Background: an optimization exercise with open tools, aiming at small area. Do not read the settings as production practice.
At most, simulation tests tie the RTL to the original design; equivalence was not proved.
Power figures rest on the tool's default switching activity, not on a simulated workload.

==> inputs of run X <==
==> flow/design.v <==
module spi_mtc (
    input             clk,
    input             rst,
    input             cmd0_valid,
    input      [31:0] cmd0_word,
    output            cmd0_ready,
    output            rsp0_valid,
    output     [31:0] rsp0_word,
    input             cmd1_valid,
    input      [31:0] cmd1_word,
    output            cmd1_ready,
    output            rsp1_valid,
    output     [31:0] rsp1_word,
    output            cs_rtc,
    output            cs_sns,
    output            cs_lcd,
    output            lcd_rs,
    output            spi_cpol,
    output            spi_cpha,
    output     [3:0]  spi_clksel,
    output            sh_start,
    output     [7:0]  sh_tx,
    input             sh_done,
    input      [7:0]  sh_rx,
    output            mem_en,
    output            mem_we,
    output     [7:0]  mem_addr,
    output     [7:0]  mem_wdata,
    input      [7:0]  mem_rdata
);
    localparam [2:0] S_IDLE = 3'd0, S_PRE  = 3'd1, S_XMEM = 3'd2, S_WAIT = 3'd3,
                     S_XPOST = 3'd4, S_POST = 3'd5, S_RESP = 3'd6;
    reg        pend0, pend1;
    reg [27:0] Xn, Y;    
    wire [27:0] X = ~Xn;
    reg        sel, owner;
    reg [2:0]  st;
    reg [3:0]  dly;
    reg [5:0]  idx;
    reg        xf;       
    reg [1:0]  dev;
    reg        csel;
    reg        rs;
    reg        done;
    reg [7:0]  rxh;
    wire [3:0]  op = X[27:24];
    wire [7:0]  c  = X[23:16];
    wire [7:0]  a  = X[15:8];
    wire [7:0]  b  = X[7:0];
    wire        pend_x = sel ? pend1 : pend0;
    wire cz = ~|c, az = ~|a, bz = ~|b;
    wire op1  = (op == 4'd1);
    wire op2  = (op == 4'd2);
    wire op3  = (op == 4'd3);
    wire op4  = (op == 4'd4);
    wire op5  = (op == 4'd5);
    wire op6  = (op == 4'd6);
    wire op7  = (op == 4'd7);
    wire op8  = (op == 4'd8);
    wire op9  = (op == 4'd9);
    wire op10 = (op == 4'd10);
    wire op11 = (op == 4'd11);
    wire op12 = (op == 4'd12);
    wire op13 = (op == 4'd13);
    wire opblk = op3 | op4;
    wire legal = (op1 & cz) | (op2 & cz & bz) | opblk | op12 |
                 ((op5 | op7 | op8 | op11) & cz & az & bz) |
                 ((op6 | op9 | op10 | op13) & cz & az);
    wire owned = (st != S_IDLE);
    wire act   = owned & (sel == owner);
    wire in_pre   = act & (st == S_PRE);
    wire in_xpost = act & (st == S_XPOST);
    wire in_post  = act & (st == S_POST);
    wire in_resp  = act & (st == S_RESP);
    wire sns_last = (idx[1:0] == 2'd3);
    wire b_one    = (b == 8'd1);
    wire draw_dat = op12 & rs;
    wire need_mem = (op3 & xf) | draw_dat;
    wire line_end = draw_dat & (idx[3:0] == 4'd15);
    wire more_x   = ((op1 | op2 | op5) & ~xf) |
                    (opblk & (~xf | ~b_one)) |
                    (op8 & ~sns_last);
    wire more_t   = (op5 & (idx[1:0] != 2'd2)) |
                    (op11 & (idx[3:0] != 4'd8)) |
                    (op12 & ~(line_end & idx[5:4] == 2'd2));
    wire powering = op11 & ~xf;
    wire warm     = op8 & (idx[1:0] == 2'd1);
    wire go_x     = in_pre & csel & dly[2] & (~warm | dly[3]);
    wire shift    = (in_xpost & ((op5 & xf & (idx[1:0] != 2'd2)) | (op8 & ~sns_last))) |
                    (in_post & ~csel & dly[3] & line_end);
    wire incc     = in_xpost & ((opblk & xf) | draw_dat);
    wire decb     = in_xpost & opblk & xf;
    wire [7:0] bdec;
    wire [8:0] bw;
    assign bw[0] = 1'b1;
    wire [7:0] cinc;
    wire [8:0] cw;
    assign cw[0] = incc;
    wire [8:0] cq;
    assign cq[0] = 1'b0;
    genvar gi;
    generate
        for (gi = 0; gi < 8; gi = gi + 1) begin : g_ar
            assign bdec[gi]  = b[gi] ^ bw[gi];
            assign bw[gi+1]  = ~b[gi] & bw[gi];
            assign cinc[gi]  = c[gi] ^ cw[gi];
            assign cw[gi+1]  = c[gi] & cw[gi];
            assign cq[gi+1]  = (c[gi] & bdec[gi]) | ((c[gi] | bdec[gi]) & cq[gi]);
        end
    endgenerate
    wire c_gt240 = (&c[7:4]) & (|c[3:0]);
    wire a_gt240 = (&a[7:4]) & (|a[3:0]);
    wire b_gt240 = (&b[7:4]) & (|b[3:0]);
    wire b_gt4   = (|b[7:3]) | (b[2] & (b[1] | b[0]));
    wire bad = (opblk & (bz | cq[8])) |
               (op12 & (c_gt240 | a_gt240 | b_gt240)) |
               (op13 & b_gt4);
    wire ok  = legal & ~bad;
    wire bus = ok & ~op6 & ~op13;
    wire is_rtc = op1 | op2 | opblk | op5;
    wire is_sns = op7 | op8;
    wire is_lcd = op9 | op10 | op11 | op12;
    wire [2:0] jl = idx[2:0];
    wire [7:0] jd = {jl == 3'd7, jl == 3'd6, jl == 3'd5, jl == 3'd4,
                     jl == 3'd3, jl == 3'd2, jl == 3'd1, jl == 3'd0};
    wire [7:0] init_b = idx[3] ? 8'h06 :
        {1'b0,
         jd[3] | jd[4] | jd[5],
         jd[0] | jd[1] | jd[4] | jd[5],
         jd[0] | jd[1] | jd[2] | jd[3] | jd[5],
         jd[0] | jd[1] | jd[2] | jd[4] | jd[5] | jd[6],
         jd[2] | jd[3] | jd[4] | jd[5] | jd[6],
         jd[2] | jd[5],
         jd[0] | jd[1] | jd[3] | jd[5] | jd[7]};
    wire [7:0] tx_w =
        ({8{(op1 | op2 | opblk) & ~xf}} & {op[0], a[6:0]}) |
        ({8{op5 & ~xf}} & {6'd0, idx[1:0] == 2'd0, idx[1:0] == 2'd1}) |
        ({8{(op1 & xf) | op9 | op10}} & b) |
        ({8{op11}} & init_b) |
        ({8{op12}} & {2'b10, idx[5:4], 4'h0});
    wire sh_mem    = (st == S_XMEM);
    assign sh_start = (go_x & ~need_mem) | sh_mem;
    assign sh_tx    = sh_mem ? mem_rdata : tx_w;
    assign mem_en    = (go_x & need_mem) | (in_xpost & op4 & xf);
    assign mem_we    = (st == S_XPOST);
    assign mem_addr  = c;
    assign mem_wdata = rxh;
    wire [7:0]  bmod   = b ^ ({8{decb}} & bw[7:0]);
    wire [5:0] iinc;
    wire [6:0] iw;
    assign iw[0] = 1'b1;
    generate
        for (gi = 0; gi < 6; gi = gi + 1) begin : g_ii
            assign iinc[gi] = idx[gi] ^ iw[gi];
            assign iw[gi+1] = idx[gi] & iw[gi];
        end
    endgenerate
    wire [3:0] dinc = {dly[3] ^ (&dly[2:0]), dly[2] ^ (&dly[1:0]), dly[1] ^ dly[0], ~dly[0]};
    wire imm_rsp  = pend_x & ~bus & ~act;
    wire rsp_any  = imm_rsp | in_resp;
    assign rsp0_valid = rsp_any & ~sel;
    assign rsp1_valid = rsp_any & sel;
    assign cmd0_ready = ~pend0 | rsp0_valid;
    assign cmd1_ready = ~pend1 | rsp1_valid;
    wire acc0 = cmd0_valid & cmd0_ready;
    wire acc1 = cmd1_valid & cmd1_ready;
    assign cs_rtc = csel & (dev == 2'd0);
    assign cs_sns = ~(csel & (dev == 2'd1));
    assign cs_lcd = ~(csel & (dev == 2'd2));
    assign lcd_rs = rs;
    assign spi_cpol   = ~dev[0];
    assign spi_cpha   = ~dev[0];
    assign spi_clksel = 4'd0;
    wire busy = (st == S_WAIT);
    reg [9:0] cr;
    always @(*) begin
        case (b[2:0])
            3'd0:    cr = {dev, 6'd0, ~dev[0], ~dev[0]};
            3'd1:    cr = {8'd0, busy, done & ~busy};
            3'd2:    cr = {2'd0, rxh};
            3'd3:    cr = {6'd0, lcd_rs, cs_lcd, cs_sns, cs_rtc};
            default: cr = owned ? {2'd0, Y[27:24], 2'b00, owner, 1'b1} : 10'd0;
        endcase
    end
    wire [3:0] fh = b[7:4];
    wire [4:0] f1;
    wire [4:0] f2;
    wire [3:0] k1, k2;
    assign f1[0] = fh[0] ^ b[1];
    assign k1[0] = fh[0] & b[1];
    assign f1[1] = fh[1] ^ b[2] ^ k1[0];
    assign k1[1] = (fh[1] & b[2]) | ((fh[1] | b[2]) & k1[0]);
    assign f1[2] = fh[2] ^ b[3] ^ k1[1];
    assign k1[2] = (fh[2] & b[3]) | ((fh[2] | b[3]) & k1[1]);
    assign f1[3] = fh[3] ^ k1[2];
    assign f1[4] = fh[3] & k1[2];
    assign f2[0] = fh[0] ^ f1[2];
    assign k2[0] = fh[0] & f1[2];
    assign f2[1] = fh[1] ^ f1[3] ^ k2[0];
    assign k2[1] = (fh[1] & f1[3]) | ((fh[1] | f1[3]) & k2[0]);
    assign f2[2] = fh[2] ^ f1[4] ^ k2[1];
    assign k2[2] = (fh[2] & f1[4]) | ((fh[2] | f1[4]) & k2[1]);
    assign f2[3] = fh[3] ^ k2[2];
    assign f2[4] = fh[3] & k2[2];
    wire [7:0] fmt = {f2, f1[1:0], b[0]};
    wire [27:0] data =
        ({28{op2 & act}} & {20'd0, rxh}) |
        ({28{op5 & act}} & {4'd0, a, b, rxh}) |
        ({28{op8 & act}} & {c[5:0], a, b, rxh[7:2]}) |
        ({28{op6 & ok}}  & {20'd0, fmt}) |
        ({28{op13 & ok}} & {18'd0, cr});
    wire [31:0] rsp_word = {2'b00, ~act & legal & bad, ~act & ~legal, data};
    assign rsp0_word = rsp_word;
    assign rsp1_word = rsp_word;
    wire [27:0] w0 = {cmd0_word[31:28] & {4{cmd0_word[27:24] == 4'd0}}, cmd0_word[23:0]};
    wire [27:0] w1 = {cmd1_word[31:28] & {4{cmd1_word[27:24] == 4'd0}}, cmd1_word[23:0]};
    wire xs0 = sel & acc0;
    wire xs1 = ~sel & acc1;
    wire xh  = ~(xs0 | xs1);
    wire ys0 = ~sel & acc0;
    wire ys1 = sel & acc1;
    wire yh  = ~(ys0 | ys1);
    wire ysh = yh & shift;
    wire ym  = yh & ~shift;
    always @(posedge clk) begin
        Xn <= ~(({28{xs0}} & w0) | ({28{xs1}} & w1) | ({28{xh}} & Y));
        Y <= ({28{ys0}} & w0) | ({28{ys1}} & w1) |
             {{4{yh}} & op, ({24{ysh}} & {a, b, rxh}) | ({24{ym}} & {cinc, a, bmod})};
    end
    always @(posedge clk) begin
        if (rst) begin
            pend0 <= 1'b0;
            pend1 <= 1'b0;
        end else begin
            if (acc0) pend0 <= 1'b1;
            else if (rsp0_valid) pend0 <= 1'b0;
            if (acc1) pend1 <= 1'b1;
            else if (rsp1_valid) pend1 <= 1'b0;
        end
    end
    always @(posedge clk) begin
        dly <= dinc;
        if (rst) begin
            st   <= S_IDLE;
            sel  <= 1'b0;
            dev  <= 2'd3;
            csel <= 1'b0;
            rs   <= 1'b0;
            done <= 1'b0;
            rxh  <= 8'h00;
        end else begin
            sel <= ~sel;
            case (st)
                S_IDLE: begin
                    if (pend_x & bus) begin
                        owner <= sel;
                        idx   <= 6'd0;
                        xf    <= 1'b0;
                        dly   <= 4'd0;
                        dev   <= is_rtc ? 2'd0 : is_sns ? 2'd1 : 2'd2;
                        if (is_lcd) rs <= op10;
                        st    <= op7 ? S_RESP : S_PRE;
                    end
                end
                S_PRE: if (act) begin
                    if (~csel) begin
                        if (powering) begin
                            if (dly[3:1] == 3'b111) idx <= iinc;
                            if (idx[3:0] == 4'd10) begin
                                idx <= 6'd0;
                                xf  <= 1'b1;
                            end
                        end else begin
                            csel <= 1'b1;
                            dly  <= 4'd0;
                        end
                    end else if (go_x)
                        st <= need_mem ? S_XMEM : S_WAIT;
                end
                S_XMEM: st <= S_WAIT;
                S_WAIT: if (sh_done) begin
                    rxh <= sh_rx;
                    st  <= S_XPOST;
                end
                S_XPOST: if (act) begin
                    xf  <= 1'b1;
                    dly <= 4'd0;
                    if (op8) idx <= iinc;
                    st  <= more_x ? S_PRE : S_POST;
                end
                S_POST: if (act) begin
                    if (csel) begin
                        if (dly[2]) begin
                            csel <= 1'b0;
                            dly  <= 4'd0;
                        end
                    end else if (dly[3]) begin
                        if (more_t) begin
                            if (~op12 | rs) idx <= iinc;
                            if (op12) rs <= ~line_end;
                            xf <= op11;
                            st <= S_PRE;
                        end else
                            st <= S_RESP;
                    end
                end
                S_RESP: if (act) begin
                    done <= op1 | op3 | op9 | op11;
                    st   <= S_IDLE;
                end
                default: st <= S_IDLE;
            endcase
        end
    end
endmodule
==> flow/flow/run.sh <==
#!/bin/bash
# Standard ORFS layout with these changes:
#  - ports are buffered with the smallest buffer (buf_1)
#  - CTS inserts no dummy loads; extra CTS options come from flow/cts_extra
#  - after placement resizing, cells on paths with slack are sized down
#    (flow/recover.tcl)
# Each ORFS step keeps its own log under orfs/logs; make's output goes to
# orfs_make.log.
set -euo pipefail
W=$PWD
rm -rf "$W/scripts_abc"
cp -r "$FLOW_HOME/scripts" "$W/scripts_abc"
cp "$W/flow/abc.script" "$W/scripts_abc/abc_speed.script"
CTS="-sink_clustering_enable -repair_clock_nets -dont_use_dummy_load"
if [[ -f "$W/flow/cts_extra" ]]; then CTS="$CTS $(cat "$W/flow/cts_extra")"; fi
bash standard.sh \
  "SCRIPTS_DIR=$W/scripts_abc" \
  "BUFFER_PORTS_ARGS=-buffer_cell sky130_fd_sc_hd__buf_1" \
  "CTS_ARGS=$CTS" \
  "POST_RESIZE_TCL=$W/flow/recover.tcl" \
  finish > orfs_make.log 2>&1
==> flow/flow/abc.script <==
strash
&get -n
&st
&syn2
&dch -f
&nf -R 1000 -p -a
&put
topo
==> flow/flow/cts_extra <==
-buf_list sky130_fd_sc_hd__clkbuf_8 -sink_clustering_size 50 -sink_clustering_max_diameter 200
==> flow/flow/recover.tcl <==
# Downsize cells on paths with positive slack (area recovery).
repair_timing -recover_power 100
==> flow/standard.sh <==
#!/bin/bash
# synth_recipe.tcl (not shown) runs the flow's synth.tcl, then flattens the netlist and writes it again
# the make line also repeats each setting of config.mk as NAME=value (left out here)
make -C /OpenROAD-flow-scripts/flow DESIGN_CONFIG=/design/flow/config.mk WORK_HOME=/design/flow/orfs CLKGATE_MAP_FILE= SYNTH_SCRIPT=/design/flow/synth_recipe.tcl "${@:-finish}"
==> flow/config.mk <==
export PLATFORM = sky130hd
export DESIGN_NAME = spi_mtc
export DESIGN_NICKNAME = spi_mtc
export VERILOG_FILES = /design/flow/design.v
export SDC_FILE = /design/flow/constraint.sdc
export NUM_CORES = 4
export LEC_CHECK = 0
export ABC_AREA = 0
export CAP_MARGIN = 20
export CORE_MARGIN = 2
export CORE_UTILIZATION = 40
export PLACE_DENSITY = 0.6
export SLEW_MARGIN = 20
==> flow/constraint.sdc <==
create_clock -name core_clock -period 8.0 [get_ports {clk}]
set_input_delay 1.6000 -clock core_clock [delete_from_list [all_inputs] [get_ports {clk}]]
set_output_delay 1.6000 -clock core_clock [all_outputs]
set_load 0.01 [all_outputs]
==> run D (differences from run X) <==
--- a/flow/design.v
+++ b/flow/design.v
@@ -31,8 +31,7 @@
     localparam [2:0] S_IDLE = 3'd0, S_PRE  = 3'd1, S_XMEM = 3'd2, S_WAIT = 3'd3,
                      S_XPOST = 3'd4, S_POST = 3'd5, S_RESP = 3'd6;
     reg        pend0, pend1;
-    reg [27:0] Xn, Y;    
-    wire [27:0] X = ~Xn;
+    reg [27:0] X, Y;
     reg        sel, owner;
     reg [2:0]  st;
     reg [3:0]  dly;
@@ -223,7 +222,7 @@
     wire ysh = yh & shift;
     wire ym  = yh & ~shift;
     always @(posedge clk) begin
-        Xn <= ~(({28{xs0}} & w0) | ({28{xs1}} & w1) | ({28{xh}} & Y));
+        X <= ({28{xs0}} & w0) | ({28{xs1}} & w1) | ({28{xh}} & Y);
         Y <= ({28{ys0}} & w0) | ({28{ys1}} & w1) |
              {{4{yh}} & op, ({24{ysh}} & {a, b, rxh}) | ({24{ym}} & {cinc, a, bmod})};
     end
==> flow/flow/run.sh (replaced) <==
#!/bin/bash
# Standard ORFS layout, with three changes: ports are buffered with the
# smallest buffer (buf_1) instead of the default pick, CTS inserts no dummy
# loads, and after placement resizing, cells on paths with slack are sized
# down (repair_timing -recover_power).
set -euo pipefail
bash standard.sh \
  "BUFFER_PORTS_ARGS=-buffer_cell sky130_fd_sc_hd__buf_1" \
  "CTS_ARGS=-sink_clustering_enable -repair_clock_nets -dont_use_dummy_load" \
  "POST_RESIZE_TCL=$PWD/flow/recover.tcl" \
  finish > orfs_make.log 2>&1
- CTS_BUF_LIST: unset -> sky130_fd_sc_hd__clkbuf_8
- CTS_CLUSTER_DIAMETER: unset -> 200
- CTS_CLUSTER_SIZE: unset -> 50
removed: flow/flow/abc.script
removed: flow/flow/cts_extra
==> run A (differences from run X) <==
--- a/flow/design.v
+++ b/flow/design.v
@@ -29,7 +29,7 @@
     input      [7:0]  mem_rdata
 );
     localparam [2:0] S_IDLE = 3'd0, S_PRE  = 3'd1, S_XMEM = 3'd2, S_WAIT = 3'd3,
-                     S_XPOST = 3'd4, S_POST = 3'd5, S_RESP = 3'd6;
+                     S_XPOST = 3'd4, S_POST = 3'd5;
     reg        pend0, pend1;
     reg [27:0] Xn, Y;    
     wire [27:0] X = ~Xn;
@@ -71,7 +71,6 @@
     wire in_pre   = act & (st == S_PRE);
     wire in_xpost = act & (st == S_XPOST);
     wire in_post  = act & (st == S_POST);
-    wire in_resp  = act & (st == S_RESP);
     wire sns_last = (idx[1:0] == 2'd3);
     wire b_one    = (b == 8'd1);
     wire draw_dat = op12 & rs;
@@ -86,6 +85,10 @@
     wire powering = op11 & ~xf;
     wire warm     = op8 & (idx[1:0] == 2'd1);
     wire go_x     = in_pre & csel & dly[2] & (~warm | dly[3]);
+    wire sel_evt  = in_pre & ~csel & ~powering;
+    wire desel_evt = in_post & csel & dly[2];
+    wire post_end = in_post & ~csel & dly[3];
+    wire in_resp  = post_end & ~more_t;
     wire shift    = (in_xpost & ((op5 & xf & (idx[1:0] != 2'd2)) | (op8 & ~sns_last))) |
                     (in_post & ~csel & dly[3] & line_end);
     wire incc     = in_xpost & ((opblk & xf) | draw_dat);
@@ -239,7 +242,7 @@
         end
     end
     always @(posedge clk) begin
-        dly <= dinc;
+        dly <= (st == S_IDLE || st == S_WAIT || sel_evt || desel_evt) ? 4'd0 : dinc;
         if (rst) begin
             st   <= S_IDLE;
             sel  <= 1'b0;
@@ -252,30 +255,25 @@
             sel <= ~sel;
             case (st)
                 S_IDLE: begin
+                    idx <= 6'd0;
+                    xf  <= 1'b0;
                     if (pend_x & bus) begin
                         owner <= sel;
-                        idx   <= 6'd0;
-                        xf    <= 1'b0;
-                        dly   <= 4'd0;
                         dev   <= is_rtc ? 2'd0 : is_sns ? 2'd1 : 2'd2;
                         if (is_lcd) rs <= op10;
-                        st    <= op7 ? S_RESP : S_PRE;
+                        st    <= op7 ? S_POST : S_PRE;
                     end
                 end
-                S_PRE: if (act) begin
-                    if (~csel) begin
-                        if (powering) begin
-                            if (dly[3:1] == 3'b111) idx <= iinc;
-                            if (idx[3:0] == 4'd10) begin
-                                idx <= 6'd0;
-                                xf  <= 1'b1;
-                            end
-                        end else begin
-                            csel <= 1'b1;
-                            dly  <= 4'd0;
+                S_PRE: begin
+                    if (act & ~csel & powering) begin
+                        if (dly[3:1] == 3'b111) idx <= iinc;
+                        if (idx[3:0] == 4'd10) begin
+                            idx <= 6'd0;
+                            xf  <= 1'b1;
                         end
-                    end else if (go_x)
-                        st <= need_mem ? S_XMEM : S_WAIT;
+                    end
+                    if (sel_evt) csel <= 1'b1;
+                    if (go_x) st <= need_mem ? S_XMEM : S_WAIT;
                 end
                 S_XMEM: st <= S_WAIT;
                 S_WAIT: if (sh_done) begin
@@ -284,30 +282,23 @@
                 end
                 S_XPOST: if (act) begin
                     xf  <= 1'b1;
-                    dly <= 4'd0;
                     if (op8) idx <= iinc;
                     st  <= more_x ? S_PRE : S_POST;
                 end
-                S_POST: if (act) begin
-                    if (csel) begin
-                        if (dly[2]) begin
-                            csel <= 1'b0;
-                            dly  <= 4'd0;
-                        end
-                    end else if (dly[3]) begin
+                S_POST: begin
+                    if (desel_evt) csel <= 1'b0;
+                    if (post_end) begin
                         if (more_t) begin
                             if (~op12 | rs) idx <= iinc;
                             if (op12) rs <= ~line_end;
                             xf <= op11;
                             st <= S_PRE;
-                        end else
-                            st <= S_RESP;
+                        end else begin
+                            done <= op1 | op3 | op9 | op11;
+                            st   <= S_IDLE;
+                        end
                     end
                 end
-                S_RESP: if (act) begin
-                    done <= op1 | op3 | op9 | op11;
-                    st   <= S_IDLE;
-                end
                 default: st <= S_IDLE;
             endcase
         end
==> flow/flow/abc.script (replaced) <==
strash
&get -n
&st
&syn2
&dch -f
&nf -R 1000 -p -a -F 8 -C 32
&put
topo
==> flow/flow/cts_extra (replaced) <==
-buf_list sky130_fd_sc_hd__clkbuf_8
==> notes <==
Critical path depth: run D is lower than run X (6). Total power, highest first: run D, run X, run A. The highest hold slack belongs to run D, the lowest to run A. Synthesized cell count, lowest first: run A, run X, run D. In count of clock-buffer cells in the layout, run D and run X do not differ.
==> figures <==
                                                                                  run D           run X           run A
Status                                                                   finished clean  finished clean  finished clean
Arrival @ worst endpoint                                                        4870 ps         6530 ps         4440 ps
Part of the Yosys area used for sequential elements                               28.2%           31.7%           32.6%
Worst Hold Launch                                                                 Y[15]           Y[19]            Y[6]
Required time of the critical path                                              6400 ps         8220 ps         6400 ps
Syn Area/Cell                                                                7.80 sq um      8.04 sq um      8.26 sq um
Worst vdd rail ir drop                                                         0.108 mV        0.104 mV       0.0835 mV
Reg-to-reg startpoint                                                              X[0]           Xn[2]           Xn[2]
Ratio of cells with drive above 1 in the final layout                             3.61%           2.16%           2.02%
Total number of vias                                                               6611            6328            6232
Initial cell density of the core                                                  40.8%           41.2%           40.5%
Weighted congestion reported at the end of routability-driven placement           0.963           0.919           0.943
For run D, only the layout was checked, not whether the RTL still works.

[afterwards: timing with drivers on the ports]
Ports are ideal in the flow. The routed layouts listed here were re-timed in OpenROAD.
Step 1: set_driving_cell puts a clkbuf_16 on clk and a buf_2 on each other input, an assumption about the parent block.
Step 2 adds t to the input delays and takes it off the output delays; t is the mean of the earliest and latest rising clock arrival at the registers after step 1. Input paths then give back, and output paths get back, about the clock's delay inside the block.
Slacks: ideal / step 1 / step 2; pairs: ideal / step 1.
run | shift t [ns] | setup slack, ns | hold WS [ns] | pins driven straight from the clock port
run X | 0.414 | 1.691 / 1.691 / 1.691 | 0.391 / 0.391 / 0.391 | 1
run D | 0.390 | 1.532 / 1.491 / 1.880 | 0.413 / 0.413 / 0.413 | 1
run A | 0.416 | 1.960 / 1.923 / 2.022 | 0.380 / 0.380 / 0.380 | 1
After both steps every run listed still meets setup and hold.
